Context: an optimization exercise on an open-source flow, tuned for small area, a short achievable clock period and few clock cycles per item. The choices shown serve that exercise and are no tape-out recipe.
At most, simulation tests tie the RTL to the original design; equivalence was not proved.
No activity file was given, so power comes from the tool's default toggle rates.

Setup of run 1:
## m3p_rle
module m3p_rle (
    input  wire        clk,
    input  wire        rst,         
    input  wire        start,       
    input  wire [1:0]  op,          
    input  wire [15:0] width,       
    input  wire [15:0] src_len,     
    output reg  [1:0]  status,      
    output reg  [1:0]  errcode,     
    output reg  [15:0] dst_len,
    output reg         src_re,
    output reg  [15:0] src_addr,
    input  wire [7:0]  src_rdata,
    output reg         dst_we,
    output reg  [15:0] dst_waddr,
    output reg  [7:0]  dst_wdata,
    output reg         dst_re,
    output reg  [15:0] dst_raddr,
    input  wire [7:0]  dst_rdata
);
For scale: about 1,500 cells after synthesis, about 200 flip-flops, roughly 130 I/O pins, roughly 13,000 sq um of cells after synthesis.
==> flow/config.mk <==
export PLATFORM = sky130hd
export DESIGN_NAME = m3p_rle
export DESIGN_NICKNAME = m3p_rle
export VERILOG_FILES = /design/flow/design.v
export SDC_FILE = /design/flow/constraint.sdc
export NUM_CORES = 4
export LEC_CHECK = 0
export CAP_MARGIN = 20
export CORE_MARGIN = 2
export CORE_UTILIZATION = 65
export SLEW_MARGIN = 20
==> flow/constraint.sdc <==
create_clock -name core_clock -period 12.0 [get_ports {clk}]
set_input_delay 2.4000 -clock core_clock [delete_from_list [all_inputs] [get_ports {clk}]]
set_output_delay 2.4000 -clock core_clock [all_outputs]
set_load 0.01 [all_outputs]
standard.sh (not shown) runs the stock make flow with config.mk's settings and CLKGATE_MAP_FILE= SYNTH_SCRIPT=/design/flow/synth_recipe.tcl, a recipe that flattens the netlist after the stock synthesis.
==> flow/flow/run.sh <==
#!/bin/bash
# The standard layout with two changes of method, none of the constraints:
#  - every port still gets its own buffer, but a plain buf_1 (repair may size it)
#    instead of the delay-cell buffer buffer_ports picks by default;
#  - timing repair works until the setup slack is at least SETUP_SLACK_MARGIN,
#    i.e. it aims at a shorter period than the clock's (the SDC is unchanged).
set -euo pipefail
export BUFFER_PORTS_ARGS="-buffer_cell sky130_fd_sc_hd__buf_1"
bash standard.sh SETUP_SLACK_MARGIN=8.3 finish > standard_flow.log 2>&1
Run 1: full flow OK, the timing, design-rule and antenna checks passed
> inputs changed (run 1 -> run 2)
--- a/flow/config.mk
+++ b/flow/config.mk
@@ -9,3 +9,3 @@
 export CORE_MARGIN = 2
-export CORE_UTILIZATION = 65
+export CORE_UTILIZATION = 40
 export SLEW_MARGIN = 20
### Flow results
Run 2 ended up with a lower number of optimization iterations in the first detailed-route pass than run 1 did. Changes observed in run 2 relative to run 1: standard-cell row count went up 14; count of plain and timing-repair buffers in the layout dropped 0.69%; headroom to the max-slew limit saw a decrease.
Edits applied to the flow inputs when going from run 2 to run 3:
--- a/flow/config.mk
+++ b/flow/config.mk
@@ -9,3 +9,5 @@
 export CORE_MARGIN = 2
-export CORE_UTILIZATION = 40
+export CORE_UTILIZATION = 65
+export CTS_BUF_LIST = sky130_fd_sc_hd__clkbuf_8
+export CTS_CLUSTER_SIZE = 30
 export SLEW_MARGIN = 20
[summary]
- Run 3 finished all stages; the layout is clean.
- From run 2 to run 3 the numbers moved as follows: die area fell by 38%, last weighted congestion value of the routability-driven placer rose by about 2%, final clock skew rose by 0.0048 ns.
Function was not checked in any run of this note: the RTL went through the layout flow alone.


Another version of the RTL of m3p_rle (not shown whole).
Size in the first run: about 1,500 cells after synthesis, ~13,000 um^2 of cells after synthesis.
// m3p_rle
module m3p_rle (
    input  wire        clk,
    input  wire        rst,         
    input  wire        start,       
    input  wire [1:0]  op,          
    input  wire [15:0] width,       
    input  wire [15:0] src_len,     
    output reg  [1:0]  status,      
    output reg  [1:0]  errcode,     
    output reg  [15:0] dst_len,
    output reg         src_re,
    output reg  [15:0] src_addr,
    input  wire [7:0]  src_rdata,
    output reg         dst_we,
    output reg  [15:0] dst_waddr,
    output reg  [7:0]  dst_wdata,
    output reg         dst_re,
    output reg  [15:0] dst_raddr,
    input  wire [7:0]  dst_rdata
);
    localparam ST_IDLE = 2'd0, ST_BUSY = 2'd1, ST_DONE = 2'd2, ST_ERROR = 2'd3;
    localparam OP_PREDICT = 2'd0, OP_UNPREDICT = 2'd1, OP_ENCODE = 2'd2, OP_DECODE = 2'd3;
    localparam ERR_NONE = 2'd0, ERR_INVARG = 2'd1, ERR_MALFORMED = 2'd2;
    localparam M_ZC = 2'd0,    
               M_ZF = 2'd1,    
               M_LC = 2'd2,    
               M_LD = 2'd3;    
    wire busy = (status == ST_BUSY);
    wire acc  = !busy && start;           
  ...
clock: 12.0 ns
lec_check: 0
cap_margin: 20
core_margin: 2
core_utilization: 40
slew_margin: 20
==> flow/flow/run.sh <==
#!/bin/bash
# The standard layout with two changes of method, none of the constraints:
#  - every port still gets its own buffer, but a plain buf_1 (repair may size it)
#    instead of the delay-cell buffer buffer_ports picks by default;
#  - timing repair works until the setup slack is at least SETUP_SLACK_MARGIN,
#    i.e. it aims at a shorter period than the clock's (the SDC is unchanged).
set -euo pipefail
export BUFFER_PORTS_ARGS="-buffer_cell sky130_fd_sc_hd__buf_1"
bash standard.sh SETUP_SLACK_MARGIN=9 finish > standard_flow.log 2>&1
Next try:
--- a/flow/flow/run.sh
+++ b/flow/flow/run.sh
@@ -7,3 +7,3 @@
 set -euo pipefail
 export BUFFER_PORTS_ARGS="-buffer_cell sky130_fd_sc_hd__buf_1"
-bash standard.sh SETUP_SLACK_MARGIN=9 finish > standard_flow.log 2>&1
+bash standard.sh SETUP_SLACK_MARGIN=8.5 finish > standard_flow.log 2>&1
What happened: Setup slack loses 0.029 ns; register-to-register slack loses 0.12 ns; final area decreases by 12%; die area stays the same; final cell count decreases by about 4%.
Function was not checked in any run of this note: the RTL went through the layout flow alone.


== v39 ==
Another version of the RTL of m3p_rle (not shown whole).
Size in the first run: about 1500 cells after synthesis, ~200 flip-flops, ~130 I/O pins, about 13000 µm² of cells after synthesis.
export LEC_CHECK = 0
export CAP_MARGIN = 20
export CORE_MARGIN = 2
export CORE_UTILIZATION = 40
export CTS_BUF_LIST = sky130_fd_sc_hd__clkbuf_8
export SLEW_MARGIN = 20
create_clock -name core_clock -period 12.0 [get_ports {clk}]
==> flow/flow/run.sh <==
#!/bin/bash
# The standard layout with two changes of method, none of the constraints:
#  - every port still gets its own buffer, but a plain buf_1 (repair may size it)
#    instead of the delay-cell buffer buffer_ports picks by default;
#  - timing repair works until the setup slack is at least SETUP_SLACK_MARGIN,
#    i.e. it aims at a shorter period than the clock's (the SDC is unchanged).
set -euo pipefail
export BUFFER_PORTS_ARGS="-buffer_cell sky130_fd_sc_hd__buf_1"
bash standard.sh SETUP_SLACK_MARGIN=8.3 finish > standard_flow.log 2>&1
Both conditions hold for v39: the flow ran to the end and the final layout passed the timing, design-rule and antenna checks.
Testbench counts of v39, summed over its fixed seeds: cycles 142,815, items 31,322.
Inputs modified between v39 and v4:
- CTS_CLUSTER_SIZE now 12, previously not set
Findings:
As far as width of the die is concerned, v39 and v4 perform about the same. Minimum setup slack after placement delta (v4 -> v39): insignificant. On number of gates on the worst path with buffers counted, v39 and v4 are neck and neck. Reported for v39 and v4, final worst-path setup slack turned out identical to the last digit. Global placer's final weighted congestion: v4 vs v39 identical. v4 -> v39: number of clock buffers in the layout flat. Re post-detailed-route count of antenna-violating nets: no difference whatsoever between v4 and v39. Comparing v39 against v4, there is no change at all in slew at the pin closest to its max-slew limit. Clock network latency to the later pin of the worst-skew pair: v4 vs v39 — no meaningful difference.
Input-level comparison between v51 and v4:
- CTS_BUF_LIST: sky130_fd_sc_hd__clkbuf_8 -> unset
- CTS_CLUSTER_SIZE: 12 -> unset
Notes after the runs:
- v51 vs. v4: wire length of the first global-routing pass flat, worst slack on hold paths down 7.2 ps, final cell area excluding filler cells up 190 µm².
- v4 -> v51: overflow left after global routing delta 0, exact match
- Taking v4 as the reference, in v51 final cell count saw little to no change, area growth from synthesis to final layout saw an increase.
- Share of total power in sequential cells | v51 below v4
- There was hardly any difference in total global routing track utilization between v51 and v4.
- Utilization of the core after routing is higher on v51

==> port drivers added, routing unchanged <==
No port has a modelled driver above. Below, the same layouts with a new extraction and two added sets of constraints. Step 1 sets driving cells, clkbuf_16 on the clock port and buf_2 on the other inputs (assumed; they add their load-dependent delay and slew). Step 2, shift: input delay + t, output delay - t, t = (earliest + latest rising clock arrival at the registers) / 2. This alone moves slack from input paths to output paths. a / b / c = no drivers / after step 1 / after step 2; a / b = the first two.
| run | shift t [ns] | setup slack, ns | pins driven straight from the clock port |
|---|---|---|---|
| run 1 | 0.502 | 8.340 / 8.289 / 7.877 | 1 |
| run 2 | 0.490 | 8.345 / 8.296 / 7.924 | 1 |
| run 3 | 0.532 | 8.348 / 8.302 / 7.862 | 1 |
| the first run of note 2 | 0.581 | 8.459 / 8.408 / 8.260 | 1 |
| the second run of note 2 | 0.583 | 8.430 / 8.400 / 7.878 | 1 |
| v39 | 0.543 | 8.352 / 8.301 / 7.939 | 1 |
| v4 | 0.543 | 8.352 / 8.301 / 7.939 | 1 |
| v51 | 0.499 | 8.346 / 8.291 / 7.994 | 1 |
After both steps every run listed still meets setup and hold. For the second run of note 2, which loses most, drivers alone change the setup slack by -0.030 ns; drivers and shift together by -0.552 ns.
